What follows belongs to an exercise in optimizing a design on an open flow for small area, a short achievable clock period and few clock cycles; a production flow would make more cautious choices. Only simulation tests tie the RTL to the original design; equivalence was not proved. Power is estimated from default activity; no workload was simulated.

### flow/design.v
module hl_rx_core (
    input  wire        clk,
    input  wire        rst,           
    input  wire        cmd_valid,
    input  wire [31:0] cmd_word,
    output wire        cmd_ready,
    output reg         rsp_valid,
    output reg  [7:0]  rsp_status,
    output reg  [31:0] rsp_value,
    output reg  [7:0]  rsp_flags,
    output reg         frm_valid,
    output reg  [7:0]  frm_data
);
    localparam [7:0] OP_CRC_INIT    = 8'h01;
    localparam [7:0] OP_CRC_FEED    = 8'h02;
    localparam [7:0] OP_CRC_READ    = 8'h03;
    localparam [7:0] OP_RX_START    = 8'h20;
    localparam [7:0] OP_RX_APPEND   = 8'h21;
    localparam [7:0] OP_RX_SCAN     = 8'h22;
    localparam [7:0] OP_STATUS_READ = 8'h30;
    localparam [7:0] ST_OK          = 8'd0;
    localparam [7:0] ST_RX_OVERFLOW = 8'd6;
    localparam [7:0] ST_ILLEGAL_OP  = 8'd7;
    localparam [7:0] ST_RX_DONE     = 8'd9;
    function [15:0] crc_byte;
        input [15:0] r;
        input [7:0]  b;
        integer k;
        reg [15:0] c;
        reg [7:0]  d;
        begin
            c = r;
            d = b;
            for (k = 0; k < 8; k = k + 1) begin
                if ((c[0] ^ d[0]) == 1'b1)
                    c = (c >> 1) ^ 16'hA001;
                else
                    c = c >> 1;
                d = d >> 1;
            end
            crc_byte = c;
        end
    endfunction
    function [15:0] crc_drop;
        input [7:0] b;
        begin
            crc_drop = {8'h00, b} << 4 ^ {8'h00, b} << 6 ^ {8'h00, b} << 7;
        end
    endfunction
    reg [15:0] crc_reg;
    reg [8:0]  len;                  
    reg        loop_mode;
    reg        found;
    reg        done;
    reg        rxf_present;
    reg [9:1]  err_sticky;
    reg [7:0]  bank0 [0:127];
    reg [7:0]  bank1 [0:127];
    reg        act;                  
    reg [6:0]  und;                  
    reg [15:0] rcrc;                 
    reg [1:0]  nfr;                  
    reg [7:0]  pdisc;                
    reg [7:0]  stg;                  
    reg        app_p;                
    reg        feed_p;               
    reg        p_start;              
    reg        p_scan;               
    reg        p_scanf;              
    reg        p_init;               
    reg        p_ill;                
    reg        p_rxdone;             
    reg        p_ovf;                
    reg        rdy;
    reg        eb;                   
    reg [6:0]  ecnt;                 
    assign cmd_ready = rdy;
    wire       accept = cmd_valid && rdy;
    wire [7:0] op     = cmd_word[7:0];
    wire [7:0] arg    = cmd_word[31:24];
    wire z16   = (cmd_word[23:8] == 16'h0000);
    wire a0    = (arg == 8'h00);
    wire a71   = (arg[7:1] == 7'h00);
    wire m_01  = (op == OP_CRC_INIT);
    wire m_02  = (op == OP_CRC_FEED);
    wire m_03  = (op == OP_CRC_READ);
    wire m_20  = (op == OP_RX_START);
    wire m_21  = (op == OP_RX_APPEND);
    wire m_22  = (op == OP_RX_SCAN);
    wire m_30  = (op == OP_STATUS_READ);
    wire legal = z16 && (((m_01 || m_03 || m_22 || m_30) && a0) ||
                         m_02 || m_21 || (m_20 && a71));
    wire l_crc   = !op[5];                       
    wire l_rx    = op[5] && !op[4];              
    wire l_stat  = op[4];                        
    wire l_init  = l_crc && !op[1];
    wire l_feed  = l_crc && op[1] && !op[0];
    wire l_read  = l_crc && op[1] && op[0];
    wire l_start = l_rx && !op[1] && !op[0];
    wire l_app   = l_rx && op[0];
    wire l_scan  = l_rx && op[1];
    wire acc_ok  = accept && legal;
    wire c_ill   = accept && !legal;
    wire c_init  = acc_ok && l_init;
    wire c_feed  = acc_ok && l_feed;
    wire c_start = acc_ok && l_start;
    wire c_app   = acc_ok && l_app;
    wire c_scan  = acc_ok && l_scan;
    wire [15:0] crc_n   = feed_p ? crc_byte(crc_reg, stg) : crc_reg;
    wire [15:0] crc_e   = p_init ? 16'h0000 : crc_n;
    wire [9:1]  err_e   = err_sticky | {p_rxdone, 1'b0, p_ill, p_ovf, 5'h00};
    wire        loop_e  = p_start ? stg[0] : loop_mode;
    wire        found_e = p_start ? 1'b0 : p_scan ? p_scanf : found;
    wire        done_e  = p_start ? 1'b0 : (p_scanf && !loop_mode) ? 1'b1 : done;
    wire        rxf_e   = p_start ? 1'b0 : p_scanf ? 1'b1 : rxf_present;
    wire [8:0]  len_e   = p_start ? 9'd0 : app_p ? len + 9'd1 :
                          p_scan ? {2'b00, und} : len;
    wire full_buf  = (len_e == 9'd256);
    wire c_app_ok  = c_app && !done_e && !full_buf;
    wire c_app_ovf = c_app && !done_e && full_buf;
    wire c_scan_ok = c_scan && !done_e;
    wire c_rxdone  = (c_app || c_scan) && done_e;
    wire [7:0]  a_new  = act ? bank1[0]   : bank0[0];     
    wire [7:0]  a_old  = act ? bank1[126] : bank0[126];   
    wire [15:0] rstep  = crc_byte(rcrc, a_new);
    wire        full   = (und == 7'd127);
    wire        win_ok = full && ({stg, a_new} == ~rcrc);
    wire        dec_f  = app_p && win_ok;                 
    wire        dec_d  = app_p && full && !win_ok;        
    wire [6:0]  und_p1  = und + 7'd1;
    wire [6:0]  und_n   = p_start ? 7'd0 : !app_p ? und : !full ? und_p1 :
                          win_ok ? 7'd0 : 7'd127;
    wire [1:0]  nfr_n   = p_start ? 2'd0 : dec_f ? nfr + 2'd1 : nfr;
    wire        act_n   = act ^ dec_f;
    wire [7:0]  pdisc_p1 = pdisc + 8'd1;
    wire [7:0]  pdisc_n = (p_start || (p_scan && !p_scanf)) ? 8'h00 :
                          dec_d ? pdisc_p1 : pdisc;
    wire        nz      = !p_start && ((nfr != 2'd0) || dec_f);
    wire [8:0]  len_p1  = len_e + 9'd1;
    wire        ebn = (nfr == 2'd1) ? !act : act;
    wire [7:0]  fb  = (nfr == 2'd1) ? (act ? bank0[127] : bank1[127]) :
                      (nfr == 2'd2) ? (act ? bank1[127] : bank0[127]) :
                                      (act ? bank1[126] : bank0[126]);
    wire sh0 = (app_p && !act) || (frm_valid && !eb);
    wire sh1 = (app_p &&  act) || (frm_valid &&  eb);
    integer i;
    always @(posedge clk) begin
        if (sh0) begin
            for (i = 127; i > 0; i = i - 1) bank0[i] <= bank0[i-1];
            bank0[0] <= stg;
        end
        if (sh1) begin
            for (i = 127; i > 0; i = i - 1) bank1[i] <= bank1[i-1];
            bank1[0] <= stg;
        end
    end
    wire last_fr = (nfr == 2'd1);
    wire strm    = frm_valid && (nfr != 2'd0);              
    wire rsp_end = strm && ecnt == 7'd1 && last_fr;          
    always @(posedge clk) begin
        stg <= arg;
        if (!frm_valid) begin
            frm_data <= fb;
            eb       <= ebn;
            ecnt     <= 7'd127;
        end else begin
            ecnt <= ecnt - 7'd1;
            if (ecnt == 7'd0) begin
                frm_data <= eb ? bank0[127] : bank1[127];
                eb       <= !eb;
            end else begin
                frm_data <= eb ? bank1[126] : bank0[126];
            end
        end
    end
    always @(posedge clk) begin
        if (app_p) begin
            if (und == 7'd0)
                rcrc <= 16'h0000;
            else if (dec_d)
                rcrc <= rstep ^ crc_drop(a_old);
            else
                rcrc <= rstep;
        end
    end
    wire [31:0] status_word = {err_e, 1'b0, 2'b00, rxf_e, 1'b0,
                               loop_e, done_e, found_e, len_e};
    always @(posedge clk) begin
        if (rst) begin
            crc_reg     <= 16'h0000;
            len         <= 9'd0;
            loop_mode   <= 1'b0;
            found       <= 1'b0;
            done        <= 1'b0;
            rxf_present <= 1'b0;
            err_sticky  <= 9'h000;
            act         <= 1'b0;
            und         <= 7'd0;
            nfr         <= 2'd0;
            pdisc       <= 8'h00;
            app_p       <= 1'b0;
            feed_p      <= 1'b0;
            p_start     <= 1'b0;
            p_scan      <= 1'b0;
            p_scanf     <= 1'b0;
            p_init      <= 1'b0;
            p_ill       <= 1'b0;
            p_rxdone    <= 1'b0;
            p_ovf       <= 1'b0;
            rdy         <= 1'b1;
            rsp_valid   <= 1'b0;
            frm_valid   <= 1'b0;
        end else begin
            app_p  <= c_app_ok;
            feed_p <= c_feed;
            act    <= act_n;
            p_start  <= c_start;
            p_scan   <= c_scan_ok;
            p_scanf  <= c_scan_ok && nz;
            p_init   <= c_init;
            p_ill    <= c_ill;
            p_rxdone <= c_rxdone;
            p_ovf    <= c_app_ovf;
            crc_reg     <= crc_e;
            err_sticky  <= err_e;
            loop_mode   <= loop_e;
            found       <= found_e;
            done        <= done_e;
            rxf_present <= rxf_e;
            len         <= len_e;
            und         <= und_n;
            pdisc <= rsp_end ? 8'h00 : pdisc_n;
            if (!frm_valid || nfr == 2'd0) begin
                nfr       <= nfr_n;
                frm_valid <= c_scan_ok && nz;
                rdy       <= !(c_scan_ok && nz);
                rsp_valid <= accept && !(c_scan_ok && nz);
            end else begin
                if (ecnt == 7'd1)
                    nfr <= nfr - 2'd1;
                rdy       <= rsp_end;
                rsp_valid <= rsp_end;
            end
        end
    end
    wire ill = !legal;
    always @(posedge clk) begin
        if (strm) begin
            rsp_status <= ST_OK;
            rsp_flags  <= {6'h00, !loop_mode, 1'b1};
            rsp_value  <= {24'h0, pdisc};
        end else begin
            rsp_status <= ill ? ST_ILLEGAL_OP :
                          ((l_app || l_scan) && done_e) ? ST_RX_DONE :
                          (l_app && full_buf) ? ST_RX_OVERFLOW : ST_OK;
            rsp_flags  <= {6'h00, !ill && l_scan && !done_e && !loop_e && nz,
                                  !ill && l_scan && !done_e && nz};
            rsp_value  <= ill ? cmd_word :
                          (({32{l_read}} & {16'h0000, ~crc_e}) |
                           ({32{l_stat}} & status_word) |
                           ({32{l_app && !done_e}} & (full_buf ? 32'd257 : {23'h0, len_p1})) |
                           ({32{l_scan && !done_e}} & {24'h0, pdisc_n}));
        end
    end
endmodule
### flow/flow/run.sh
#!/bin/bash
set -euo pipefail
bash standard.sh SETUP_SLACK_MARGIN=6.8 'BUFFER_PORTS_ARGS=-buffer_cell sky130_fd_sc_hd__buf_4' finish > standard.log 2>&1
### flow/standard.sh
#!/bin/bash
# synth_recipe.tcl (not shown) runs the flow's synth.tcl, then flattens the netlist and writes it again
# the make line also repeats each setting of config.mk as NAME=value (left out here)
make -C /OpenROAD-flow-scripts/flow DESIGN_CONFIG=/design/flow/config.mk WORK_HOME=/design/flow/orfs CLKGATE_MAP_FILE= SYNTH_SCRIPT=/design/flow/synth_recipe.tcl "${@:-finish}"
### flow/config.mk
export PLATFORM = sky130hd
export DESIGN_NAME = hl_rx_core
export DESIGN_NICKNAME = hl_rx_core
export VERILOG_FILES = /design/flow/design.v
export SDC_FILE = /design/flow/constraint.sdc
export NUM_CORES = 4
export LEC_CHECK = 0
export CAP_MARGIN = 50
export CORE_MARGIN = 2
export CORE_UTILIZATION = 60
export CTS_CLUSTER_DIAMETER = 100
export CTS_CLUSTER_SIZE = 30
export PLACE_DENSITY = 0.7
export SLEW_MARGIN = 70
### flow/constraint.sdc
create_clock -name core_clock -period 10.0 [get_ports {clk}]
set_input_delay 2.0000 -clock core_clock [delete_from_list [all_inputs] [get_ports {clk}]]
set_output_delay 2.0000 -clock core_clock [all_outputs]
set_load 0.01 [all_outputs]
==> flow_summary.toml, run 1 <==
[run_status]
status = "finished clean"

[pwr]
p_clk_share_pct = 28.9
leakagePower_uw = 0.0213
intPower_uw = 11500
vdd_drop_max_mv = 0.127
p_per_area_nw_per_um2 = 185
switching_share_pct = 17.9
p_comb_share_pct = 0.6
switchingPower_uw = 2500
pwr-share-seq_pct = 70.4

[final_layout]
largestRegisters = "bank0 x1024, bank1 x1024, rsp_value x32"
finish.utilization_pct = 66.4
area_delta_synth_final_pct = 9.73
layout-drive-gt1-share_pct = 12.5
nets = 3142
fin_area_um2 = 75900

[global_routing]
antenna_found_initial = 3
grt_usage_pct = 16.1
grt_pass1_wl_um = 145000
grt_pass1_vias = 24500
grt_overflow_total = 0
grt_max_degree = 66

[clock_tree]
cts_num_sinks = 2187
cts_buffers = 84
cts_max_level = 3
clk_path_buf_depth = 3
clk_pin_slew_ps = 100
cts_hold_buf = 0
clock_latency_ps = 700
root_buffer = "clkbuf_16"
cts_tree = "yes"

[floorplanning]
initial_utilization_pct = 60.5
die_y_um = 344
die_x_um = 344
io_pins = 94
rows = 124
core_area_um2 = 114000
die_area_um2 = 118000

[sta]
rsz0062_at_grt = "yes"
finalCritPeriodShare_pct = 32.3
post-route-worst-setup-slack_ps = 6770
period_needed_ps = 3230
setup_violations = 0
tns_ps = 0
timing.fmax_mhz = 309
hold_viol = 0
finalClockSkew_ps = 27.5
finalMaxSlewViolations = 0

[critical_path]
worstSetupPathDepth = 10
cp-endpoint = "rsp_value[7]"
arrival_ps = 3800
cp_num_buf_inv = 3
path_class = "input pin to register"
crit_start = "cmd_word[7]"
r2r_slack_ps = 6920
crit_slowest_cell = "nor4_4"
ff2ff_path_depth = 10
critPathMaxFanout = 4
timing.rr.end = "rsp_value[2]"
endpoint_kind = "register"
critPathTopFamily = "simple AND/OR/NAND/NOR gates"
startpoint_type = "input pin"
path_cells = "buf_6, nor4_4, nand3_2, nor3_4, o211ai_1, buf_4, buf_2, a2111o_1, nor3_2, o32ai_1"
critPathMaxStageDelay_ps = 310
crit_required_ps = 10570
reg2reg_from = "p_scan"

[yosys]
synthTopCellsByArea = "edfxtp_1 90%, dfxtp_1 3.5%, xnor2_1 0.72%, nor2_1 0.52%, mux2i_1 0.38%"
ys_seq_area_share_pct = 93.2
netlist_instances = 2898
synthTopCellsByCount = "2065 x edfxtp_1, 122 x dfxtp_1, 95 x nor2_1"
syn_area_um2 = 69200
synth_ff_type = "edfxtp_1"
yosysTopAreaCell = "edfxtp_1"
synth-seq-cells = 2187
synthDistinctLibCells = 78
avgSynthCellArea_um2 = 23.9
synth_edf_count = 2065
synth.most_common_cell = "edfxtp_1"
yosys_warnings = 3
async_flop_share_pct = 0
synth_top_area_share_pct = 89.7

[detailed_routing]
vias = 25300
drtIter0Drc = 2274
route.detailed.drc = 0
totalWireLength_um = 94900
routedWlPerCell_um = 20.4
postRouteAntennaNets = 0
via_per_inst = 5.44
dr.pass1.iters = 7

[placed_design]
globalplace.congestion = 0.856
dpl-instance-area_um2 = 72900
pre_cts_slack_ps = 5640
io_buffers = 83
dpl.hpwl_um = 53500

[job]
drv_cap = 0

[hold_path]
min_path_type = "register to register"
worst reg2reg max path, cell delays in order, from the launching register on:
cell,delay (ps)
dfxtp_4,480
mux2_2,380
o211ai_1,160
buf_1,210
buf_1,240
ha_1,180
o21ai_0,100
or4_1,620
o21ai_4,230
nor4_1,90
a221o_1,280
stage by stage:
stage / power (uW) / hold slack [ps] / std cells
final: 14000 / 410 / 4643
after global routing: 14400 / 420 / 4642
after CTS: 14200 / 415 / 4635
after detailed placement: 10100 / 405 / 4510
after global placement: 10100 / 401 / 4464
after floorplan: 10100 / 400 / 2907
power by group through the flow:
stage | combinational, uW | sequential (uW) | clock (uW)
after floorplan | 38.1 | 10100 | 0
after global placement | 74.4 | 10100 | 0
after detailed placement | 76.3 | 10100 | 0
after CTS | 83.4 | 9870 | 4220
after global routing | 92.4 | 9870 | 4490
final | 86.3 | 9860 | 4050
area by class of cell:
class                   count  area [um^2]
diodes                      1         2.50
clock buffers             113         2240
clock inverters             8         96.3
fillers                  7064        38500
inverters                  23         87.6
multi-input cells         639         4840
flip-flops and latches   2187        64500
well taps                1512         1890
repair buffers            160         2200
cells in the final DEF (no fill, tap or decap), types with 11 or more instances in the layout:
cell type / synthesis / routed
a21oi_1: 30 / 28
and3_1: 19 / 19
buf_12: 0 / 24
buf_16: 0 / 20
buf_4: 12 / 48
buf_6: 2 / 46
buf_8: 0 / 11
clkbuf_1: 31 / 27
clkbuf_16: 0 / 89
dfxtp_1: 122 / 82
dfxtp_2: 0 / 30
edfxtp_1: 2065 / 2065
ha_1: 12 / 12
inv_1: 22 / 21
mux2i_1: 26 / 15
nand2_1: 61 / 58
nand3_1: 17 / 15
nor2_1: 95 / 91
nor2b_1: 20 / 20
nor3_1: 29 / 26
o21ai_0: 48 / 47
o22ai_1: 12 / 11
or3_1: 22 / 20
xnor2_1: 57 / 54
xor2_1: 21 / 21
worst min-delay path by stage:
stage	start	end	cells after the start
after floorplan	bank0[99][0]	bank0[100][0]	0
after global routing	bank0[1][0]	bank0[2][0]	0
final	bank0[64][0]	bank0[65][0]	0
after global placement	bank0[54][1]	bank0[55][1]	0
after detailed placement	bank0[103][1]	bank0[104][1]	0
after CTS	bank1[68][0]	bank1[69][0]	0
logic make-up (layout without fill, tap and decap cells):
family	after synthesis	after routing	synth area share, %
flip-flops	2187	2187	93.2
AO/OA/AOI/OAI	169	169	1.62
adder cells (fa/ha/maj)	12	12	0.217
other	1	11	0.00542
multiplexers	41	41	0.758
XOR/XNOR	90	90	1.33
buffers and inverters	82	304	0.550
AND/OR/NAND/NOR	316	317	2.32
timing repair:
action	in CTS	in global routing
setup buffers	4	1
gates resized for setup	88	33
gates cloned	0	5
endpoints found under the hold margin	0	0
endpoints found under the setup margin	128	139
pin swaps	5	9
routing by layer:
layer  global-route usage, %  wire (um)
met4                    4.59       1900
met1                    26.3      47500
met3                    3.07       4500
met5                       0          0
met2                    22.4      41000
Testbench counts, summed over its fixed seeds: cycles 51,888.
==> inputs of run 2 (changes only) <==
--- a/flow/config.mk
+++ b/flow/config.mk
@@ -8,7 +8,7 @@
 export CAP_MARGIN = 50
 export CORE_MARGIN = 2
-export CORE_UTILIZATION = 60
+export CORE_UTILIZATION = 65
 export CTS_CLUSTER_DIAMETER = 100
 export CTS_CLUSTER_SIZE = 30
-export PLACE_DENSITY = 0.7
+export PLACE_DENSITY = 0.75
 export SLEW_MARGIN = 70
==> run 2 against run 1 <==
- core utilization rose by 5.6 points
- register-to-register slack improved by 60 ps
- cell area barely moved
- final cell count fell by 2.4%
- first-iteration DRC count fell by 0.79%
- wire length rose by 9.1%
- maximum frequency fell by 0.87%
- critical path type is now register to output port
- largest power group unchanged
==> flow_summary.toml, run 2 <==
[run_status]
status = "finished clean"

[yosys]
synth_top_area_share_pct = 89.7
yosysTopAreaCell = "edfxtp_1"
avgSynthCellArea_um2 = 23.9
synthTopCellsByCount = "2065 x edfxtp_1, 122 x dfxtp_1, 95 x nor2_1"
yosys_warnings = 3
synthTopCellsByArea = "edfxtp_1 90%, dfxtp_1 3.5%, xnor2_1 0.72%, nor2_1 0.52%, mux2i_1 0.38%"
synth_ff_type = "edfxtp_1"
ys_seq_area_share_pct = 93.2
synth-seq-cells = 2187
synthDistinctLibCells = 78
synth.most_common_cell = "edfxtp_1"
syn_area_um2 = 69200
netlist_instances = 2898
async_flop_share_pct = 0
synth_edf_count = 2065

[floorplanning]
die_x_um = 330
rows = 119
io_pins = 94
initial_utilization_pct = 65.6
core_area_um2 = 105000
die_y_um = 330
die_area_um2 = 109000

[clock_tree]
clk_path_buf_depth = 3
root_buffer = "clkbuf_16"
cts_num_sinks = 2187
cts_buffers = 83
clk_pin_slew_ps = 120
cts_max_level = 3
clock_latency_ps = 720
cts_tree = "yes"

[detailed_routing]
route.detailed.drc = 0
dr.pass1.iters = 16
wl_met2_um = 49300
postRouteAntennaNets = 0
wl_met3_um = 5520
via_per_inst = 5.68
top_layer_used = "met5"
vias = 25800
totalWireLength_um = 104000
drtIter0Drc = 2256
routedWlPerCell_um = 22.9
wl_met1_um = 46800

[critical_path]
crit_slowest_cell = "dfxtp_4"
critPathMaxStageDelay_ps = 420
startpoint_type = "register"
critPathMaxFanout = 2
critPathTopFamily = "flip-flops"
path_class = "register to output port"
cp_num_buf_inv = 1
reg2reg_from = "act"
path_cells = "buf_6"
ff2ff_path_depth = 10
crit_required_ps = 8000
arrival_ps = 1260
timing.rr.end = "bank1[59][2]"
r2r_slack_ps = 6980
endpoint_kind = "output port"

[sta]
tns_ps = 0
setup_violations = 0
hold_viol = 0
finalClockSkew_ps = 31.7
rsz0062_at_grt = "yes"
post-route-worst-setup-slack_ps = 6740
finalCritPeriodShare_pct = 32.6
timing.fmax_mhz = 307
finalMaxSlewViolations = 0
period_needed_ps = 3260

[final_layout]
largestRegisters = "bank0 x1024, bank1 x1024, rsp_value x32"
final_common_cell = "edfxtp_1"
nFillCells = 5865
nets = 3147
layout-drive-gt1-share_pct = 12.3
finish.utilization_pct = 71.9
instances_no_fill = 4531
final_cell_mix = "2065 x edfxtp_1, 92 x nor2_1, 89 x clkbuf_16, 88 x dfxtp_1, 65 x buf_4"
fin_area_um2 = 75800
area_delta_synth_final_pct = 9.65

[global_routing]
antenna_found_initial = 3
grt_overflow_total = 0
grt_pass1_wl_um = 155000
grt_usage_pct = 19.1
grt_pass1_vias = 25600
grt_max_degree = 66

[placed_design]
globalplace.congestion = 0.835
io_buffers = 83
dpl-instance-area_um2 = 72600
pre_cts_slack_ps = 5730
dpl.hpwl_um = 52900
place_inst = 4385

[hold_path]
min_path_cells = 0
min-delay-start = "bank1[51][0]"
min_path_type = "register to register"
whs_endpoint = "bank1[52][0]"

[pwr]
leakagePower_uw = 0.0213
p_per_area_nw_per_um2 = 186
vdd_drop_max_mv = 0.147

[job]
drv_cap = 0
## run 2: worst max path at each step
stage / from / to / depth (start not counted)
global route: frm_valid / frm_valid / 1
floorplan: eb / bank0[0][0] / 2
global placement: cmd_word[8] / rsp_value[4] / 8
CTS: rsp_value[5] / rsp_value[5] / 1
finish: frm_valid / frm_valid / 1
detailed placement: cmd_word[28] / rsp_value[3] / 10
## run 2: metrics by stage
stage          total power, uW  hold slack (ps)
2_1_floorplan            10100              400
3_3_place_gp             10100              400
3_5_place_dp             10100              405
4_1_cts                  14200              408
5_1_grt                  14500              427
6_report                 14100              406
## run 2: final cells by class
class                      count  area, um^2  share of cell area, %
timing repair buffer         167        2320                   3.06
clock buffer                 114        2260                   2.98
sequential                  2187       64500                   85.1
tap                         1391        1740                   2.30
clock inverter                 9        95.1                  0.125
antenna                        2        5.00                0.00660
inverter                      23        87.6                  0.115
multi-input combinational    638        4810                   6.35
## run 2: layer usage
| layer | vias to the layer above | global-route usage (%) |
|---|---|---|
| met4 | 2 | 4.71 |
| met5 | - | 0 |
| met2 | 656 | 29.7 |
| met1 | 13300 | 29.2 |
| li1 | 11700 | - |
| met3 | 131 | 3.18 |
## run 2: logic make-up after synthesis
logic type	share of synthesized area, %
other cells	0.00542
flops	93.2
xor+xnor	1.33
simple gates	2.32
compound gates	1.62
mux	0.758
buf+inv	0.550
fa+ha+maj	0.217
## run 2: power breakdown
part,leakage [uW],internal (uW),switching (uW),total [uW]
Combinational,0.00278,41.7,42.3,84.0
Clock,0.00114,1620,2520,4140
Sequential,0.0174,9850,10.4,9860
Total,0.0213,11500,2570,14100
## run 2: repair_timing
item                                    in CTS  in global routing
hold buffers                                 0                  0
hold endpoints to repair                     0                  0
pin swaps                                    9                  7
gates resized for setup                     74                 37
endpoints found under the setup margin     230                160
cloned                                       6                  3
setup buffers                                7                  3
==> inputs of run 3 (changes only) <==
--- a/flow/config.mk
+++ b/flow/config.mk
@@ -6,5 +6,5 @@
 export NUM_CORES = 4
 export LEC_CHECK = 0
-export CAP_MARGIN = 50
+export CAP_MARGIN = 20
 export CORE_MARGIN = 2
 export CORE_UTILIZATION = 65
@@ -12,3 +12,3 @@
 export CTS_CLUSTER_SIZE = 30
 export PLACE_DENSITY = 0.75
-export SLEW_MARGIN = 70
+export SLEW_MARGIN = 35
==> run 3 against run 2 <==
- final cell count fell by 0.42%
- critical path depth is the same
- maximum frequency up 0.29%
- sequential share of layout area is 0.96 points higher
- critical path type unchanged
- register-to-register slack got worse by 20 ps
- worst setup slack better by 9.5 ps
- global-route usage is 0.78 points lower
- highest routed layer is now met4
- clock power grew 2%
==> flow_summary.toml, run 3 <==
[clock_tree]
cts_buffers = 84
cts_tree = "yes"
cts_hold_buf = 0
cts_max_level = 3
clk_path_buf_depth = 3
cts_num_sinks = 2187
clock_latency_ps = 700
clk_pin_slew_ps = 120
root_buffer = "clkbuf_16"

[critical_path]
startpoint_type = "register"
cp_num_buf_inv = 1
crit_slowest_cell = "dfxtp_4"
critPathMaxStageDelay_ps = 420
crit_start = "frm_valid"
path_cells = "buf_6"
endpoint_kind = "output port"
path_class = "register to output port"
crit_required_ps = 8000
arrival_ps = 1250
critPathMaxFanout = 2
critPathTopFamily = "flip-flops"
reg2reg_from = "act"

[yosys]
syn_area_um2 = 69200
synth_top_area_share_pct = 89.7
synthTopCellsByArea = "edfxtp_1 90%, dfxtp_1 3.5%, xnor2_1 0.72%, nor2_1 0.52%, mux2i_1 0.38%"
ys_seq_area_share_pct = 93.2
async_flop_share_pct = 0
netlist_instances = 2898
synthTopCellsByCount = "2065 x edfxtp_1, 122 x dfxtp_1, 95 x nor2_1"
avgSynthCellArea_um2 = 23.9
yosysTopAreaCell = "edfxtp_1"
synth_edf_count = 2065
synth-seq-cells = 2187
synth_ff_type = "edfxtp_1"
yosys_warnings = 3
synthDistinctLibCells = 78
synth.most_common_cell = "edfxtp_1"

[placed_design]
dpl.hpwl_um = 49900
io_buffers = 83
place_inst = 4349
dpl-instance-area_um2 = 71700
globalplace.congestion = 0.835

[floorplanning]
core_area_um2 = 105000
io_pins = 94
die_y_um = 330
die_x_um = 330
die_area_um2 = 109000
initial_utilization_pct = 65.6
rows = 119

[pwr]
p_clk_share_pct = 29.9
switching_share_pct = 18.3
vdd_drop_max_mv = 0.139
intPower_uw = 11600
leakagePower_uw = 0.0210
switchingPower_uw = 2590
pwr-share-seq_pct = 69.6
p_total_uw = 14200
p_per_area_nw_per_um2 = 189
p_comb_share_pct = 0.6

[sta]
tns_ps = 0
finalClockSkew_ps = 43.7
finalCritPeriodShare_pct = 32.5
setup_violations = 0
hold_ws_ps = 390
period_needed_ps = 3250
rsz0062_at_grt = "yes"
hold_viol = 0
timing.fmax_mhz = 308
relSlewSlack_pct = 43.3
finalMaxSlewViolations = 0
tightest_slew_ps = 827

[final_layout]
largestRegisters = "bank0 x1024, bank1 x1024, rsp_value x32"
layout-drive-gt1-share_pct = 10.5
final_common_cell = "edfxtp_1"
final_cell_mix = "2065 x edfxtp_1, 94 x nor2_1, 87 x clkbuf_16, 83 x dfxtp_1, 63 x buf_4"
nets = 3115
instances_no_fill = 4512
area_delta_synth_final_pct = 8.44
nFillCells = 5980
fin_area_um2 = 75000

[detailed_routing]
via_per_inst = 5.67
routedWlPerCell_um = 21.9
dr.pass1.iters = 16
totalWireLength_um = 98800
route.detailed.drc = 0
drtIter0Drc = 2366
vias = 25600
postRouteAntennaNets = 0

[run_status]
status = "finished clean"

[hold_path]
min-delay-start = "bank0[30][0]"
min_path_type = "register to register"

[global_routing]
grt_overflow_total = 0
grt_max_degree = 175
grt_pass1_vias = 24800
grt_usage_pct = 18.3
grt_pass1_wl_um = 150000
antenna_found_initial = 2

[job]
drv_cap = 0
run 3: cell counts after synthesis:
Identical to the previous run, type by type.
run 3: kinds of logic (layout without fill, tap and decap cells):
kind of cell	Yosys count	after routing	share of synthesized area (%)
compound gates	169	171	1.62
xor+xnor	90	90	1.33
fa+ha+maj	12	12	0.217
buf+inv	82	293	0.550
flops	2187	2187	93.2
mux	41	41	0.758
other cells	1	11	0.00542
simple gates	316	316	2.32
run 3: power by group through the flow:
stage / Sequential (uW) / Clock, uW / Combinational, uW
after floorplan: 10100 / 0 / 38.1
after global placement: 10100 / 0 / 71.8
after detailed placement: 10100 / 0 / 73.2
after CTS: 9870 / 4350 / 79.0
after global routing: 9870 / 4610 / 87.1
final: 9870 / 4230 / 81.4
run 3: cell type report:
type,count,area [um^2],area share (%)
clock inverters,12,220,0.294
repair buffers,132,1580,2.11
inverters,23,86.3,0.115
clock buffers,126,2290,3.05
multi-input cells,640,4550,6.07
well taps,1391,1740,2.32
diodes,1,2.50,0.00334
flip-flops and latches,2187,64500,86.0
run 3: per-layer routing:
layer  GRT usage [%]  vias up  wire length [um]
li1                -    11700                 -
met1            29.4    13200             46800
met2            27.7      598             45900
met3            2.49      108              4270
met4            4.09        0              1840
met5               0        -                 0
run 3: path summary, 6_finish.rpt:
kind	slack [ps]	cells after the start	to
max reg2reg	6960	8	rsp_value[4]
min	390	0	bank0[31][0]
max	6750	1	frm_valid
min reg2reg	390	0	bank0[31][0]
run 3: what timing repair did:
action,in CTS,in global routing
cloned,8,2
setup endpoints to repair,1104,503
gates resized for setup,101,33
buffers inserted,8,6
pin swaps,3,4
run 3: per-stage QoR:
| step | worst slack (ps) | utilization [%] |
|---|---|---|
| 2_1_floorplan | -7900 | - |
| 3_3_place_gp | 5560 | 67.9 |
| 3_5_place_dp | 5560 | 68.0 |
| 4_1_cts | 6700 | 70.9 |
| 5_1_grt | 6690 | 71.1 |
| 6_report | 6750 | 71.1 |
==> inputs of run 4 (changes only) <==
--- a/flow/config.mk
+++ b/flow/config.mk
@@ -6,5 +6,5 @@
 export NUM_CORES = 4
 export LEC_CHECK = 0
-export CAP_MARGIN = 20
+export CAP_MARGIN = 30
 export CORE_MARGIN = 2
 export CORE_UTILIZATION = 65
@@ -12,3 +12,3 @@
 export CTS_CLUSTER_SIZE = 30
 export PLACE_DENSITY = 0.75
-export SLEW_MARGIN = 35
+export SLEW_MARGIN = 50
==> run 4 against run 3 <==
- largest power group unchanged
- sequential power barely moved
- still clean
- clock power fell by 3%
- power fell by 0.95%
==> flow_summary.toml, run 4 <==
[yosys]
yosys.area_share.simple_pct = 2.32
synth-xor-area-share_pct = 1.33
synth.most_common_cell = "edfxtp_1"
synth_adder_area_share_pct = 0.217
synth_top_family_by_area = "simple AND/OR/NAND/NOR gates"
synthTopCellsByCount = "2065 x edfxtp_1, 122 x dfxtp_1, 95 x nor2_1"
synthTopCellsByArea = "edfxtp_1 90%, dfxtp_1 3.5%, xnor2_1 0.72%, nor2_1 0.52%, mux2i_1 0.38%"
async_flop_share_pct = 0
synthDistinctLibCells = 78
synth_compound_area_share_pct = 1.62
synth-seq-cells = 2187
ys_seq_area_share_pct = 93.2
yosys_warnings = 3
avgSynthCellArea_um2 = 23.9
synth_top_area_share_pct = 89.7
synth_ff_type = "edfxtp_1"
syn_area_um2 = 69200
synthMuxAreaShare_pct = 0.758
synth_edf_count = 2065
netlist_instances = 2898
yosysTopAreaCell = "edfxtp_1"

[pwr]
vdd_drop_max_mv = 0.133
intPower_uw = 11500
pwr-share-seq_pct = 70.2
p_per_area_nw_per_um2 = 187
p_comb_share_pct = 0.6
leakagePower_uw = 0.0210
switching_share_pct = 18.1
switchingPower_uw = 2550
p_clk_share_pct = 29.2

[hold_path]
whs_endpoint = "bank1[11][2]"
min_path_cells = 0
min_path_type = "register to register"
min-delay-start = "bank1[10][2]"

[sta]
rsz0062_at_grt = "yes"
relSlewSlack_pct = 52.6
tightest_slew_ps = 691
finalMaxSlewViolations = 0
finalClockSkew_ps = 42.8
period_needed_ps = 3250
setup_violations = 0
finalCritPeriodShare_pct = 32.5
hold_viol = 0
timing.fmax_mhz = 308
tns_ps = 0

[clock_tree]
cts_tree = "yes"
clock_latency_ps = 700
cts_buffers = 83
cts_max_level = 3
cts_hold_buf = 0
cts_num_sinks = 2187
clk_pin_slew_ps = 110
root_buffer = "clkbuf_16"
clk_path_buf_depth = 3

[global_routing]
grt_pass1_wl_um = 152000
grt_pass1_vias = 25100
antenna_found_initial = 0
grt_overflow_total = 0
grt_usage_pct = 18.6
grt_max_degree = 106

[detailed_routing]
dr.pass1.iters = 17
via_per_inst = 5.65
route.detailed.drc = 0
postRouteAntennaNets = 0
routedWlPerCell_um = 22.5
vias = 25500
totalWireLength_um = 101000
drtIter0Drc = 2334

[floorplanning]
io_pins = 94
die_y_um = 330
rows = 119
die_area_um2 = 109000
initial_utilization_pct = 65.6
die_x_um = 330
core_area_um2 = 105000

[final_layout]
fin_area_um2 = 75000
area_delta_synth_final_pct = 8.47
largestRegisters = "bank0 x1024, bank1 x1024, rsp_value x32"
final_common_cell = "edfxtp_1"
antenna_cells = 0
layout-drive-gt1-share_pct = 10.8
final_cell_mix = "2065 x edfxtp_1, 95 x dfxtp_1, 94 x nor2_1, 86 x clkbuf_16, 82 x buf_4"
nets = 3129

[placed_design]
globalplace.congestion = 0.835
dpl-instance-area_um2 = 71900
dpl.hpwl_um = 51100
io_buffers = 83

[critical_path]
critPathMaxStageDelay_ps = 430
timing.rr.end = "rsp_value[2]"
crit_slowest_cell = "dfxtp_4"
cp_num_buf_inv = 1
critPathTopFamily = "flip-flops"
reg2reg_from = "p_scan"
crit_required_ps = 8000
arrival_ps = 1250
critPathMaxFanout = 2
endpoint_kind = "output port"
startpoint_type = "register"
path_cells = "buf_6"
r2r_slack_ps = 6930
ff2ff_path_depth = 8
path_class = "register to output port"

[job]
drv_cap = 0

[run_status]
status = "finished clean"
[run 4: cell counts after synthesis]
Identical to the previous run, type by type.
[run 4: cell type report]
class / instances / area (um^2)
Tap cell: 1391 / 1740
Timing Repair Buffer: 146 / 1760
Clock buffer: 113 / 2250
Inverter: 23 / 86.3
Clock inverter: 6 / 56.3
Fill cell: 5951 / 30400
Sequential cell: 2187 / 64500
Multi-Input combinational cell: 641 / 4620
[run 4: power by group through the flow]
stage	Clock, uW	Sequential (uW)	Combinational, uW
after floorplan	0	10100	38.1
after global placement	0	10100	71.8
after detailed placement	0	10100	73.2
after CTS	4220	9870	77.8
after global routing	4480	9870	87.0
final	4100	9870	81.8
[run 4: worst max path at each step]
stage                 from            end  slack, ps  depth (start not counted)
3_3_place_gp   cmd_word[8]   rsp_value[4]       5560                          8
4_1_cts          frm_valid      frm_valid       6720                          1
5_1_grt          frm_valid      frm_valid       6710                          1
2_1_floorplan           eb    bank0[0][0]      -7900                          2
3_5_place_dp   cmd_word[8]  rsp_value[13]       5530                          8
6_report         frm_valid      frm_valid       6750                          1
[run 4: stage by stage]
| stage | hold WS (ps) | setup slack [ps] | util, % | std cells | total power, uW |
|---|---|---|---|---|---|
| 2_1_floorplan | 400 | -7900 | - | 2907 | 10100 |
| 3_3_place_gp | 400 | 5560 | 67.9 | 4346 | 10100 |
| 3_5_place_dp | 405 | 5530 | 68.2 | 4358 | 10100 |
| 4_1_cts | 399 | 6720 | 70.8 | 4491 | 14200 |
| 5_1_grt | 418 | 6710 | 71.2 | 4507 | 14400 |
| 6_report | 405 | 6750 | 71.2 | 4507 | 14000 |
[run 4: cell families (layout without fill, tap and decap cells)]
kind of cell,Yosys count,in the layout
muxes,41,41
buffers and inverters,82,288
adders and majority gates,12,12
other,1,10
DFF,2187,2187
xor gates and xnor gates,90,90
AOI/OAI and AO/OA,169,172
and+or+nand+nor,316,316
[run 4: layer usage]
metal / GRT usage (%) / share of wire [%] / vias up
li1: - / - / 11700
met1: 28.7 / 46 / 13000
met2: 28.2 / 46 / 624
met3: 3.57 / 5.5 / 154
met4: 5.04 / 2.2 / 0
met5: 0 / 0 / -
[run 4: timing repair]
item,CTS,global route
pin swaps,2,11
gates resized for setup,68,38
buffers inserted,8,14
endpoints found under the setup margin,813,511
hold endpoints to repair,0,0
gates cloned,6,0
==> inputs of run 5 (changes only) <==
==> flow/flow/run.sh (replaced) <==
#!/bin/bash
set -euo pipefail
bash standard.sh SETUP_SLACK_MARGIN=6.6 'BUFFER_PORTS_ARGS=-buffer_cell sky130_fd_sc_hd__buf_4' finish > standard.log 2>&1
--- a/flow/config.mk
+++ b/flow/config.mk
@@ -6,9 +6,9 @@
 export NUM_CORES = 4
 export LEC_CHECK = 0
-export CAP_MARGIN = 30
+export CAP_MARGIN = 50
 export CORE_MARGIN = 2
-export CORE_UTILIZATION = 65
+export CORE_UTILIZATION = 60
 export CTS_CLUSTER_DIAMETER = 100
 export CTS_CLUSTER_SIZE = 30
-export PLACE_DENSITY = 0.75
-export SLEW_MARGIN = 50
+export PLACE_DENSITY = 0.7
+export SLEW_MARGIN = 70
==> run 5 against run 4 <==
- die area increased by 8.2%
- via count decreased by 0.91%
- worst hold slack improved by 3.5 ps
- first-iteration DRC count decreased by 3.2%
- power decreased by 0.41%
- sequential power about the same
- worst setup slack got worse by 120 ps
- maximum frequency decreased by 3.7%
- wire length decreased by 7.1%
- synthesized cell count unchanged
==> flow_summary.toml, run 5 <==
[run_status]
status = "finished clean"

[yosys]
synth_ff_type = "edfxtp_1"
synth-seq-cells = 2187
yosysTopAreaCell = "edfxtp_1"
synthTopCellsByCount = "2065 x edfxtp_1, 122 x dfxtp_1, 95 x nor2_1"
async_flop_share_pct = 0
synth.most_common_cell = "edfxtp_1"
synthDistinctLibCells = 78
synthTopCellsByArea = "edfxtp_1 90%, dfxtp_1 3.5%, xnor2_1 0.72%, nor2_1 0.52%, mux2i_1 0.38%"
synth_top_area_share_pct = 89.7
synth_edf_count = 2065
yosys_warnings = 3
netlist_instances = 2898
avgSynthCellArea_um2 = 23.9
ys_seq_area_share_pct = 93.2
syn_area_um2 = 69200

[final_layout]
instances_no_fill = 4638
nets = 3137
final_common_cell = "edfxtp_1"
seqCellArea_um2 = 64500
nFillCells = 7102
layout-drive-gt1-share_pct = 10.8
multi_input_area_um2 = 4730
largestRegisters = "bank0 x1024, bank1 x1024, rsp_value x32"
final_cell_mix = "2065 x edfxtp_1, 114 x dfxtp_1, 92 x nor2_1, 91 x buf_4, 86 x clkbuf_16"
area_delta_synth_final_pct = 9.12

[sta]
setup_violations = 0
hold_viol = 0
finalMaxSlewViolations = 0
period_needed_ps = 3370
finalCritPeriodShare_pct = 33.7
tns_ps = 0
timing.fmax_mhz = 296
finalClockSkew_ps = 27.8
rsz0062_at_grt = "no"

[clock_tree]
cts_num_sinks = 2187
cts_buffers = 84
clk_path_buf_depth = 3
cts_tree = "yes"
cts_max_level = 3
clock_latency_ps = 690
root_buffer = "clkbuf_16"
cts_hold_buf = 0
clk_pin_slew_ps = 110

[placed_design]
globalplace.congestion = 0.856
io_buffers = 83
dpl.hpwl_um = 53500
place_inst = 4510

[critical_path]
path_class = "input pin to register"
arrival_ps = 3950
endpoint_kind = "register"
critPathMaxFanout = 23
startpoint_type = "input pin"
crit_required_ps = 10580

[floorplanning]
core_area_um2 = 114000
die_x_um = 344
rows = 124
die_area_um2 = 118000
initial_utilization_pct = 60.5
io_pins = 94
die_y_um = 344

[pwr]
switchingPower_uw = 2490
p_comb_share_pct = 0.6
p_clk_share_pct = 28.9
p_per_area_nw_per_um2 = 185
pwr-share-seq_pct = 70.5
vdd_drop_max_mv = 0.127
switching_share_pct = 17.8
intPower_uw = 11500
leakagePower_uw = 0.0211

[global_routing]
grt_pass1_vias = 24400
grt_overflow_total = 0
grt_pass1_wl_um = 145000
grt_max_degree = 66
grt_usage_pct = 16.0
antenna_found_initial = 3

[job]
drv_cap = 0

[detailed_routing]
via_per_inst = 5.44
vias = 25200
route.detailed.drc = 0
dr.pass1.iters = 6
postRouteAntennaNets = 0
totalWireLength_um = 94100
routedWlPerCell_um = 20.3
drtIter0Drc = 2260

[hold_path]
min_path_type = "register to register"
run 5: worst max-delay path, cell delays in order:
cell	delay, ps
buf_4	120
nor4_1	300
nand2_1	150
nor3_4	270
o21ai_1	100
buf_4	220
or3_4	440
nor4b_1	360
run 5: final timing paths:
check               start            to  slack [ps]  cells past startpoint
max          cmd_word[10]       p_start        6630                      8
min          bank0[64][0]  bank0[65][0]         410                      0
max reg2reg        p_scan  rsp_value[2]        6800                     10
min reg2reg  bank0[64][0]  bank0[65][0]         410                      0
run 5: repair_timing:
| action | 4_1_cts | 5_1_grt |
|---|---|---|
| pin swaps | 0 | 2 |
| setup buffers | 2 | 1 |
| resized for setup | 4 | 11 |
| setup endpoints to repair | 11 | 39 |
| gates cloned | 0 | 1 |
run 5: layout make-up:
cell class                 instances  share of cell area, %
sequential                      2187                   85.4
multi-input combinational        638                   6.26
clock buffer                     113                   2.97
timing repair buffer             156                   2.58
tap                             1512                   2.51
clock inverter                     8                  0.128
inverter                          23                  0.116
antenna                            1                0.00332
run 5: cells by family after synthesis:
group	share of synthesized area [%]
multiplexers	0.758
other	0.00542
AO/OA/AOI/OAI	1.62
flip-flops	93.2
XOR/XNOR	1.33
buffers and inverters	0.550
adder cells (fa/ha/maj)	0.217
AND/OR/NAND/NOR	2.32
run 5: power groups by stage:
stage | sequential [uW] | clock, uW | combinational [uW]
after detailed placement | 10100 | 0 | 76.3
after CTS | 9860 | 4220 | 76.7
after global placement | 10100 | 0 | 74.4
final | 9860 | 4050 | 79.3
after floorplan | 10100 | 0 | 38.1
after global routing | 9870 | 4490 | 85.4
run 5: per-stage QoR:
stage / hold slack, ps / area, um^2 / setup WS (ps) / utilization, % / power [uW]
floorplan: 400 / 69200 / -7900 / - / 10100
global placement: 401 / 71700 / 5520 / 62.7 / 10100
detailed placement: 405 / 72900 / 5640 / 63.7 / 10100
CTS: 415 / 75200 / 6600 / 65.8 / 14200
global route: 420 / 75500 / 6600 / 66.0 / 14400
finish: 408 / 75500 / 6630 / 66.0 / 14000
run 5: layer usage:
metal	vias up	track usage (%)	wire, um
met5	-	0	0
met1	13000	26.3	47000
met4	0	4.49	1840
met2	454	22.4	40800
li1	11700	-	-
met3	120	3.03	4520
==> inputs of run 6 (changes only) <==
==> flow/flow/run.sh (replaced) <==
#!/bin/bash
set -euo pipefail
bash standard.sh SETUP_SLACK_MARGIN=7.0 'BUFFER_PORTS_ARGS=-buffer_cell sky130_fd_sc_hd__buf_4' finish > standard.log 2>&1
==> run 6 against run 5 <==
- die area stayed put
- synthesized cell count stayed put
- sequential share of layout area is 1.0 points lower
- critical endpoint is now rsp_value[5]
- maximum frequency is 2.9% higher
- via count is 0.96% higher
- global-route usage is 0.25 points higher
- largest cell class unchanged
- final cell count is 0.60% higher
- sequential power hardly changed
- largest power group unchanged
- clock power hardly changed
- wire length is 2.5% higher
- first-iteration DRC count is 1.8% lower
- worst hold slack better by 2.9 ps
==> flow_summary.toml, run 6 <==
[detailed_routing]
postRouteAntennaNets = 0
dr.pass1.iters = 5
vias = 25500
via_per_inst = 5.46
route.detailed.drc = 0
drtIter0Drc = 2219
totalWireLength_um = 96500
routedWlPerCell_um = 20.7

[yosys]
ys_seq_area_share_pct = 93.2
synth_ff_type = "edfxtp_1"
yosys_warnings = 3
syn_area_um2 = 69200
synth_edf_count = 2065
synthTopCellsByArea = "edfxtp_1 90%, dfxtp_1 3.5%, xnor2_1 0.72%, nor2_1 0.52%, mux2i_1 0.38%"
avgSynthCellArea_um2 = 23.9
synthDistinctLibCells = 78
synthTopCellsByCount = "2065 x edfxtp_1, 122 x dfxtp_1, 95 x nor2_1"
synth.most_common_cell = "edfxtp_1"
async_flop_share_pct = 0
yosysTopAreaCell = "edfxtp_1"
netlist_instances = 2898
synth-seq-cells = 2187
synth_top_area_share_pct = 89.7

[placed_design]
pre_cts_slack_ps = 5640
place_inst = 4510
io_buffers = 83
dpl.hpwl_um = 53500
globalplace.congestion = 0.856

[floorplanning]
die_y_um = 344
core_area_um2 = 114000
rows = 124
die_x_um = 344
initial_utilization_pct = 60.5
io_pins = 94
die_area_um2 = 118000

[critical_path]
endpoint_kind = "register"
ff2ff_path_depth = 10
crit_required_ps = 10560
critPathMaxFanout = 6
reg2reg_from = "p_scan"
startpoint_type = "input pin"
arrival_ps = 3840
timing.rr.end = "rsp_value[2]"
r2r_slack_ps = 6960
path_class = "input pin to register"

[clock_tree]
cts_num_sinks = 2187
root_buffer = "clkbuf_16"
clk_path_buf_depth = 3
cts_tree = "yes"
cts_buffers = 84
cts_hold_buf = 0
clk_pin_slew_ps = 100
clock_latency_ps = 700
cts_max_level = 3

[global_routing]
grt_pass1_vias = 24600
grt_max_degree = 65
grt_usage_pct = 16.3
grt_overflow_total = 0
grt_pass1_wl_um = 147000
antenna_found_initial = 3
top_usage_layer = "met1"
use_met2_pct = 23.0
use_met3_pct = 3.07
met1_usage_pct = 26.4

[pwr]
p_per_area_nw_per_um2 = 183
leakagePower_uw = 0.0215
vdd_drop_max_mv = 0.127

[hold_path]
min-delay-start = "bank0[64][0]"
min_path_type = "register to register"
whs_endpoint = "bank0[65][0]"
min_path_cells = 0

[run_status]
status = "finished clean"

[sta]
hold_ws_ps = 411
finalCritPeriodShare_pct = 32.8
tightest_slew_ps = 528
timing.fmax_mhz = 305
finalClockSkew_ps = 27.0
period_needed_ps = 3280
relSlewSlack_pct = 64.8
hold_viol = 0
post-route-worst-setup-slack_ps = 6720
setup_violations = 0
tns_ps = 0
rsz0062_at_grt = "yes"
finalMaxSlewViolations = 0

[job]
drv_cap = 0

[final_layout]
nets = 3166
largestRegisters = "bank0 x1024, bank1 x1024, rsp_value x32"
instances_no_fill = 4666
layout-drive-gt1-share_pct = 14.2
final_common_cell = "edfxtp_1"
final_cell_mix = "2065 x edfxtp_1, 88 x clkbuf_16, 86 x nor2_1, 69 x dfxtp_1, 63 x buf_6"
antenna_cells = 0
area_delta_synth_final_pct = 10.6
run 6: through the flow:
step | power (uW) | cell area [um^2] | util (%)
global route | 14500 | 76500 | 66.9
CTS | 14200 | 75900 | 66.4
detailed placement | 10100 | 72900 | 63.7
global placement | 10100 | 71700 | 62.7
finish | 14000 | 76500 | 66.9
floorplan | 10100 | 69200 | -
run 6: worst max-delay path: stages:
cell and delay, ps:
buf_6 100, nor4_4 310, nand3_2 130, nor3_4 230
buf_6 130, buf_6 100, o21a_4 200, buf_12 120
mux2_4 290, o21ai_2 130, o311ai_1 100
run 6: worst max path at each step:
stage / start / slack [ps] / depth (start not counted) / endpoint
final: cmd_word[7] / 6720 / 11 / rsp_value[5]
after CTS: frm_valid / 6720 / 1 / frm_valid
after global placement: cmd_word[8] / 5520 / 8 / rsp_value[4]
after global routing: cmd_word[0] / 6690 / 11 / rsp_value[0]
after floorplan: eb / -7900 / 2 / bank0[0][0]
after detailed placement: cmd_word[20] / 5640 / 8 / p_start
run 6: cell families (layout without fill, tap and decap cells):
group           Yosys count  in the layout  share of synthesized area (%)
flops                  2187           2187                           93.2
xor+xnor                 90             90                           1.33
compound gates          169            169                           1.62
fa+ha+maj                12             12                          0.217
simple gates            316            317                           2.32
buf+inv                  82            328                          0.550
mux                      41             41                          0.758
other cells               1             10                        0.00542
run 6: final cells by class:
cell class | count | area, um^2
clock buffer | 113 | 2240
clock inverter | 8 | 96.3
fill | 6997 | 37900
inverter | 23 | 87.6
multi-input combinational | 639 | 5040
sequential | 2187 | 64500
tap | 1512 | 1890
timing repair buffer | 184 | 2570
run 6: per-layer routing:
| metal | wire, um | vias to the layer above | part of all wire, % |
|---|---|---|---|
| li1 | - | 11800 | - |
| met1 | 47700 | 13100 | 49 |
| met2 | 42300 | 459 | 44 |
| met3 | 4510 | 124 | 4.7 |
| met4 | 2010 | 0 | 2.1 |
| met5 | 0 | - | 0 |
run 6: what timing repair did:
action / 4_1_cts / 5_1_grt
buffers inserted: 15 / 10
gates resized for setup: 137 / 59
gates cloned: 5 / 4
endpoints found under the setup margin: 230 / 156
pin swaps: 9 / 19
run 6: where the power goes:
group	switching [uW]	internal, uW
logic	46.2	45.4
clock network	2450	1610
registers	10.6	9850
==> inputs of run 7 (changes only) <==
==> flow/run.sh (new file) <==
#!/bin/bash
# synth_recipe.tcl (not shown) runs the flow's synth.tcl, then flattens the netlist and writes it again
# the make line also repeats each setting of config.mk as NAME=value (left out here)
make -C /OpenROAD-flow-scripts/flow DESIGN_CONFIG=/design/flow/config.mk WORK_HOME=/design/flow/orfs CLKGATE_MAP_FILE= SYNTH_SCRIPT=/design/flow/synth_recipe.tcl finish
--- a/flow/config.mk
+++ b/flow/config.mk
@@ -12,3 +12,4 @@
 export CTS_CLUSTER_SIZE = 30
 export PLACE_DENSITY = 0.7
+export SETUP_SLACK_MARGIN = 5
 export SLEW_MARGIN = 70
removed: flow/flow/run.sh
removed: flow/standard.sh
==> run 7 against run 6 <==
- final cell count fell by 0.45%
- maximum frequency decreased by 18%
- power rose by 0.52%
- largest power group unchanged
- global-route usage down 0.12 points
- count of clock-buffer cells in the layout up 4
==> flow_summary.toml, run 7 <==
[run_status]
status = "finished clean"

[sta]
finalClockSkew_ps = 42.7
tns_ps = 0
timing.fmax_mhz = 251
period_needed_ps = 3980
hold_viol = 0
setup_violations = 0
finalCritPeriodShare_pct = 39.8
post-route-worst-setup-slack_ps = 6020
rsz0062_at_grt = "no"
finalMaxSlewViolations = 0

[yosys]
synthTopCellsByArea = "edfxtp_1 90%, dfxtp_1 3.5%, xnor2_1 0.72%, nor2_1 0.52%, mux2i_1 0.38%"
avgSynthCellArea_um2 = 23.9
synthDistinctLibCells = 78
yosys_warnings = 3
synth_top_area_share_pct = 89.7
netlist_instances = 2898
synth-seq-cells = 2187
synth_edf_count = 2065
synthTopCellsByCount = "2065 x edfxtp_1, 122 x dfxtp_1, 95 x nor2_1"
syn_area_um2 = 69200
yosysTopAreaCell = "edfxtp_1"
async_flop_share_pct = 0
ys_seq_area_share_pct = 93.2
synth.most_common_cell = "edfxtp_1"
synth_ff_type = "edfxtp_1"

[floorplanning]
rows = 124
die_area_um2 = 118000
die_x_um = 344
die_y_um = 344
core_area_um2 = 114000
initial_utilization_pct = 60.5
io_pins = 94

[detailed_routing]
totalWireLength_um = 94300
route.detailed.drc = 0
drtIter0Drc = 2280
dr.pass1.iters = 5
routedWlPerCell_um = 20.3
vias = 25200
postRouteAntennaNets = 0
via_per_inst = 5.42

[job]
drv_cap = 0

[clock_tree]
root_buffer = "clkbuf_16"
clock_latency_ps = 710
cts_num_sinks = 2187
cts_tree = "yes"
cts_hold_buf = 0
cts_setup_buffers = 0
cts_buffers = 84
cts_resized = 0
clk_pin_slew_ps = 120
cts_max_level = 3
clk_path_buf_depth = 3

[placed_design]
place_inst = 4516
globalplace.congestion = 0.825
pre_cts_slack_ps = 5270
io_buffers = 83
dpl.hpwl_um = 53400

[global_routing]
met1_usage_pct = 26.1
grt_usage_pct = 16.1
top_usage_layer = "met1"
use_met2_pct = 22.7
use_met3_pct = 2.93
antenna_found_initial = 4
grt_overflow_total = 0
grt_pass1_vias = 24700
grt_pass1_wl_um = 146000
grt_max_degree = 66

[final_layout]
layout-drive-gt1-share_pct = 7.98
final_common_cell = "edfxtp_1"
nFillCells = 6959
instances_no_fill = 4645
final_cell_mix = "2065 x edfxtp_1, 116 x dfxtp_1, 93 x nor2_1, 88 x clkbuf_16, 80 x clkdlybuf4s50_1"
nets = 3139
antenna_cells = 0
largestRegisters = "bank0 x1024, bank1 x1024, rsp_value x32"
area_delta_synth_final_pct = 9.38

[critical_path]
path_class = "register to output port"
crit_required_ps = 8000
critPathMaxStageDelay_ps = 700
startpoint_type = "register"
critPathMaxFanout = 22
arrival_ps = 1980
critPathTopFamily = "buffers and inverters"
crit_slowest_cell = "clkdlybuf4s50_1"
path_cells = "clkdlybuf4s50_1"
endpoint_kind = "output port"
cp_num_buf_inv = 1

[pwr]
leakagePower_uw = 0.0211
vdd_drop_max_mv = 0.130
p_per_area_nw_per_um2 = 186

[hold_path]
min_path_type = "register to register"
-- run 7: area by class of cell --
| class | count | area (um^2) | share of cell area, % |
|---|---|---|---|
| Clock buffer | 117 | 2310 | 3.05 |
| Clock inverter | 10 | 120 | 0.159 |
| Inverter | 23 | 87.6 | 0.116 |
| Timing Repair Buffer | 158 | 2150 | 2.84 |
| Tap cell | 1512 | 1890 | 2.50 |
| Multi-Input combinational cell | 638 | 4620 | 6.11 |
| Sequential cell | 2187 | 64500 | 85.2 |
-- run 7: logic make-up after synthesis --
logic type | Yosys count | share of synthesized area (%)
DFF | 2187 | 93.2
and+or+nand+nor | 316 | 2.32
AOI/OAI and AO/OA | 169 | 1.62
xor gates and xnor gates | 90 | 1.33
buffers and inverters | 82 | 0.550
muxes | 41 | 0.758
adders and majority gates | 12 | 0.217
other | 1 | 0.00542
-- run 7: path summary, 6_finish.rpt --
check,start,endpoint,slack [ps],depth (start not counted)
setup / recovery,frm_valid,frm_valid,6020,1
setup reg to reg,app_p,bank0[76][0],6440,11
hold reg to reg,bank1[103][6],bank1[104][6],400,0
hold / removal,bank1[103][6],bank1[104][6],400,0
-- run 7: metrics by stage --
stage               utilization [%]  power, uW  cell area, um^2  hold WS, ps
finish                         66.2      14100            75600          405
detailed placement             63.9      10200            73100          405
global placement               62.9      10200            71900          400
global route                   66.2      14500            75600          414
floorplan                         -      10100            69200          400
CTS                            66.1      14200            75500          398
-- run 7: routing by layer --
layer / up-vias / part of all wire [%]
met1: 12900 / 50
met3: 134 / 4.6
met4: 0 / 2.4
met2: 428 / 43
met5: - / 0
li1: 11700 / -
-- run 7: power breakdown --
part / switching, uW / leakage [uW] / total, uW / internal, uW
combinational: 40.6 / 0.00249 / 84.5 / 43.9
clock: 2480 / 0.00117 / 4140 / 1660
sequential: 9.07 / 0.0174 / 9860 / 9850
==> inputs of run 8 (changes only) <==
==> flow/flow/run.sh (new file) <==
#!/bin/bash
set -euo pipefail
bash standard.sh SETUP_SLACK_MARGIN=7.3 'BUFFER_PORTS_ARGS=-buffer_cell sky130_fd_sc_hd__buf_4' finish > standard.log 2>&1
==> flow/standard.sh (new file) <==
#!/bin/bash
# synth_recipe.tcl (not shown) runs the flow's synth.tcl, then flattens the netlist and writes it again
# the make line also repeats each setting of config.mk as NAME=value (left out here)
make -C /OpenROAD-flow-scripts/flow DESIGN_CONFIG=/design/flow/config.mk WORK_HOME=/design/flow/orfs CLKGATE_MAP_FILE= SYNTH_SCRIPT=/design/flow/synth_recipe.tcl "${@:-finish}"
--- a/flow/config.mk
+++ b/flow/config.mk
@@ -12,4 +12,3 @@
 export CTS_CLUSTER_SIZE = 30
 export PLACE_DENSITY = 0.7
-export SETUP_SLACK_MARGIN = 5
 export SLEW_MARGIN = 70
removed: flow/run.sh
==> run 8 against run 7 <==
- first-iteration DRC count fell by 7.1%
- die area is the same
- non-clock buffer count rose by 56
- maximum frequency grew 23%
- sequential power about the same
- global-route usage is 0.51 points higher
- wire length grew 4.6%
- critical path depth is 8 higher
- worst setup slack better by 730 ps
- area after synthesis stayed put
- critical path type is now input pin to register
- worst hold slack better by 2.9 ps
==> flow_summary.toml, run 8 <==
[critical_path]
startpoint_type = "input pin"
arrival_ps = 3860
r2r_slack_ps = 7040
crit_required_ps = 10610
timing.rr.end = "rsp_value[2]"
endpoint_kind = "register"
ff2ff_path_depth = 10
path_class = "input pin to register"
critPathMaxFanout = 7
reg2reg_from = "p_scan"

[yosys]
avgSynthCellArea_um2 = 23.9
synthDistinctLibCells = 78
synth_ff_type = "edfxtp_1"
yosys_warnings = 3
synthTopCellsByArea = "edfxtp_1 90%, dfxtp_1 3.5%, xnor2_1 0.72%, nor2_1 0.52%, mux2i_1 0.38%"
synth_top_area_share_pct = 89.7
synth.most_common_cell = "edfxtp_1"
async_flop_share_pct = 0
syn_area_um2 = 69200
netlist_instances = 2898
synth_edf_count = 2065
yosysTopAreaCell = "edfxtp_1"
synthTopCellsByCount = "2065 x edfxtp_1, 122 x dfxtp_1, 95 x nor2_1"
ys_seq_area_share_pct = 93.2
synth-seq-cells = 2187

[global_routing]
grt_max_degree = 65
grt_usage_pct = 16.7
grt_pass1_wl_um = 150000
grt_pass1_vias = 25000
antenna_found_initial = 3
grt_overflow_total = 0

[clock_tree]
cts_buffers = 84
cts_max_level = 3
clk_pin_slew_ps = 110
clk_path_buf_depth = 3
clock_latency_ps = 690
cts_hold_buf = 0
cts_tree = "yes"
cts_num_sinks = 2187
root_buffer = "clkbuf_16"

[final_layout]
final_cell_mix = "2065 x edfxtp_1, 88 x clkbuf_16, 84 x nor2_1, 80 x buf_6, 68 x dfxtp_1"
area_delta_synth_final_pct = 11.6
antenna_cells = 0
final_common_cell = "edfxtp_1"
layout-drive-gt1-share_pct = 16.1
largestRegisters = "bank0 x1024, bank1 x1024, rsp_value x32"
nFillCells = 6900
nets = 3195

[sta]
timing.fmax_mhz = 308
finalClockSkew_ps = 27.2
setup_violations = 0
finalMaxSlewViolations = 0
period_needed_ps = 3250
finalCritPeriodShare_pct = 32.5
tns_ps = 0
post-route-worst-setup-slack_ps = 6750
hold_viol = 0
rsz0062_at_grt = "yes"

[hold_path]
min_path_cells = 0
whs_endpoint = "bank0[65][0]"
min-delay-start = "bank0[64][0]"
min_path_type = "register to register"

[placed_design]
pre_cts_slack_ps = 5640
dpl.hpwl_um = 53500
io_buffers = 83
globalplace.congestion = 0.856

[detailed_routing]
via_per_inst = 5.47
routedWlPerCell_um = 21.0
totalWireLength_um = 98600
drtIter0Drc = 2119
postRouteAntennaNets = 0
vias = 25700
dr.pass1.iters = 7
route.detailed.drc = 0

[floorplanning]
die_x_um = 344
io_pins = 94
rows = 124
die_y_um = 344
die_area_um2 = 118000
initial_utilization_pct = 60.5
core_area_um2 = 114000

[run_status]
status = "finished clean"

[pwr]
p_per_area_nw_per_um2 = 182
vdd_drop_max_mv = 0.130
leakagePower_uw = 0.0218

[job]
drv_cap = 0
[run 8: cell types whose count changed in the layout (fill, tap and decap cells not counted), moves of 9 or more]
cell,change
and3_1,-9
and3_4,+9
dfxtp_1,-48
dfxtp_2,+42
clkdlybuf4s50_1,-80
buf_6,+79
bufbuf_16,+11
buf_4,+44
buf_16,+9
nor2_1,-9
[run 8: final cells by class]
cell class | count | area, um^2 | area share [%]
Sequential cell | 2187 | 64500 | 83.6
Multi-Input combinational cell | 638 | 5230 | 6.77
Timing Repair Buffer | 214 | 3100 | 4.02
Clock buffer | 113 | 2240 | 2.90
Tap cell | 1512 | 1890 | 2.45
Clock inverter | 8 | 96.3 | 0.125
Inverter | 23 | 87.6 | 0.113
[run 8: cells by family (layout without fill, tap and decap cells)]
group           after synthesis  count (layout)  share of synthesized area [%]
flops                      2187            2187                           93.2
xor+xnor                     90              90                           1.33
buf+inv                      82             358                          0.550
other cells                   1              10                        0.00542
mux                          41              41                          0.758
compound gates              169             169                           1.62
simple gates                316             316                           2.32
fa+ha+maj                    12              12                          0.217
[run 8: per-layer routing]
metal | GRT usage [%] | part of all wire, % | vias to the layer above
met5 | 0 | 0 | -
met4 | 4.80 | 2.2 | 0
met3 | 3.28 | 5.0 | 137
met2 | 23.7 | 44 | 461
met1 | 26.8 | 49 | 13200
li1 | - | - | 11800
[run 8: worst max-delay path by stage]
| stage | startpoint | endpoint | slack (ps) | cells after the start |
|---|---|---|---|---|
| after detailed placement | cmd_word[20] | p_start | 5640 | 8 |
| after CTS | frm_valid | frm_valid | 6720 | 1 |
| after global placement | cmd_word[8] | rsp_value[4] | 5520 | 8 |
| after global routing | cmd_word[9] | rsp_value[7] | 6720 | 10 |
| after floorplan | eb | bank0[0][0] | -7900 | 2 |
| final | cmd_word[20] | p_start | 6750 | 9 |
[run 8: worst max-delay path: stages]
cell and delay (ps):
buf_6 100, nor4_4 340, nand3_2 150, nor3_4 250, buf_4 160, o21ai_4 60, buf_6 150, or3_4 380
nor4b_4 260
[run 8: stage by stage]
stage | instances | instance area, um^2 | util, % | power [uW] | hold WS, ps
after detailed placement | 4510 | 72900 | 63.7 | 10100 | 405
final | 4695 | 77200 | 67.5 | 14000 | 408
after floorplan | 2907 | 69200 | - | 10100 | 400
after global placement | 4464 | 71700 | 62.7 | 10100 | 401
after global routing | 4695 | 77200 | 67.5 | 14500 | 420
after CTS | 4670 | 76600 | 67.0 | 14200 | 415
[run 8: timing repair]
item                       4_1_cts  5_1_grt
gates cloned                    13        3
setup endpoints to repair      476      376
resized for setup              219       46
setup buffers                   26       20
pin swaps                       41       21
[run 8: power breakdown]
part / switching [uW] / leakage, uW / total [uW] / internal (uW)
Combinational: 49.0 / 0.00324 / 99.0 / 50.0
Clock: 2460 / 0.00113 / 4070 / 1610
Sequential: 10.8 / 0.0174 / 9860 / 9850

## re-timing with driven ports
The flow's constraints put no driver on any port. The routed layouts listed below were extracted and timed again, unchanged, in two steps. Step 1, drivers: a clkbuf_16 drives clk and a buf_2 each remaining input, both assumed. Step 2 adds t to the input delays and takes it off the output delays; t is the mean of the earliest and latest rising clock arrival at the registers after step 1. Input paths then give back, and output paths get back, about the clock's delay inside the block. Three values: ideal ports, drivers, drivers and shift; two values: the first two.
run	t, ns	setup WS [ns]	clock arrival spread, ns
run 1	0.755	6.768 / 6.696 / 6.054	0.037 / 0.038
run 2	0.776	6.740 / 6.664 / 6.114	0.036 / 0.036
run 3	0.752	6.750 / 6.682 / 6.091	0.049 / 0.049
run 4	0.758	6.750 / 6.674 / 6.114	0.044 / 0.043
run 5	0.754	6.626 / 6.605 / 5.922	0.038 / 0.039
run 6	0.756	6.722 / 6.697 / 6.006	0.039 / 0.039
run 7	0.768	6.020 / 5.945 / 5.345	0.043 / 0.043
run 8	0.758	6.754 / 6.693 / 6.038	0.041 / 0.041
After both steps setup and hold are still met in every run listed.
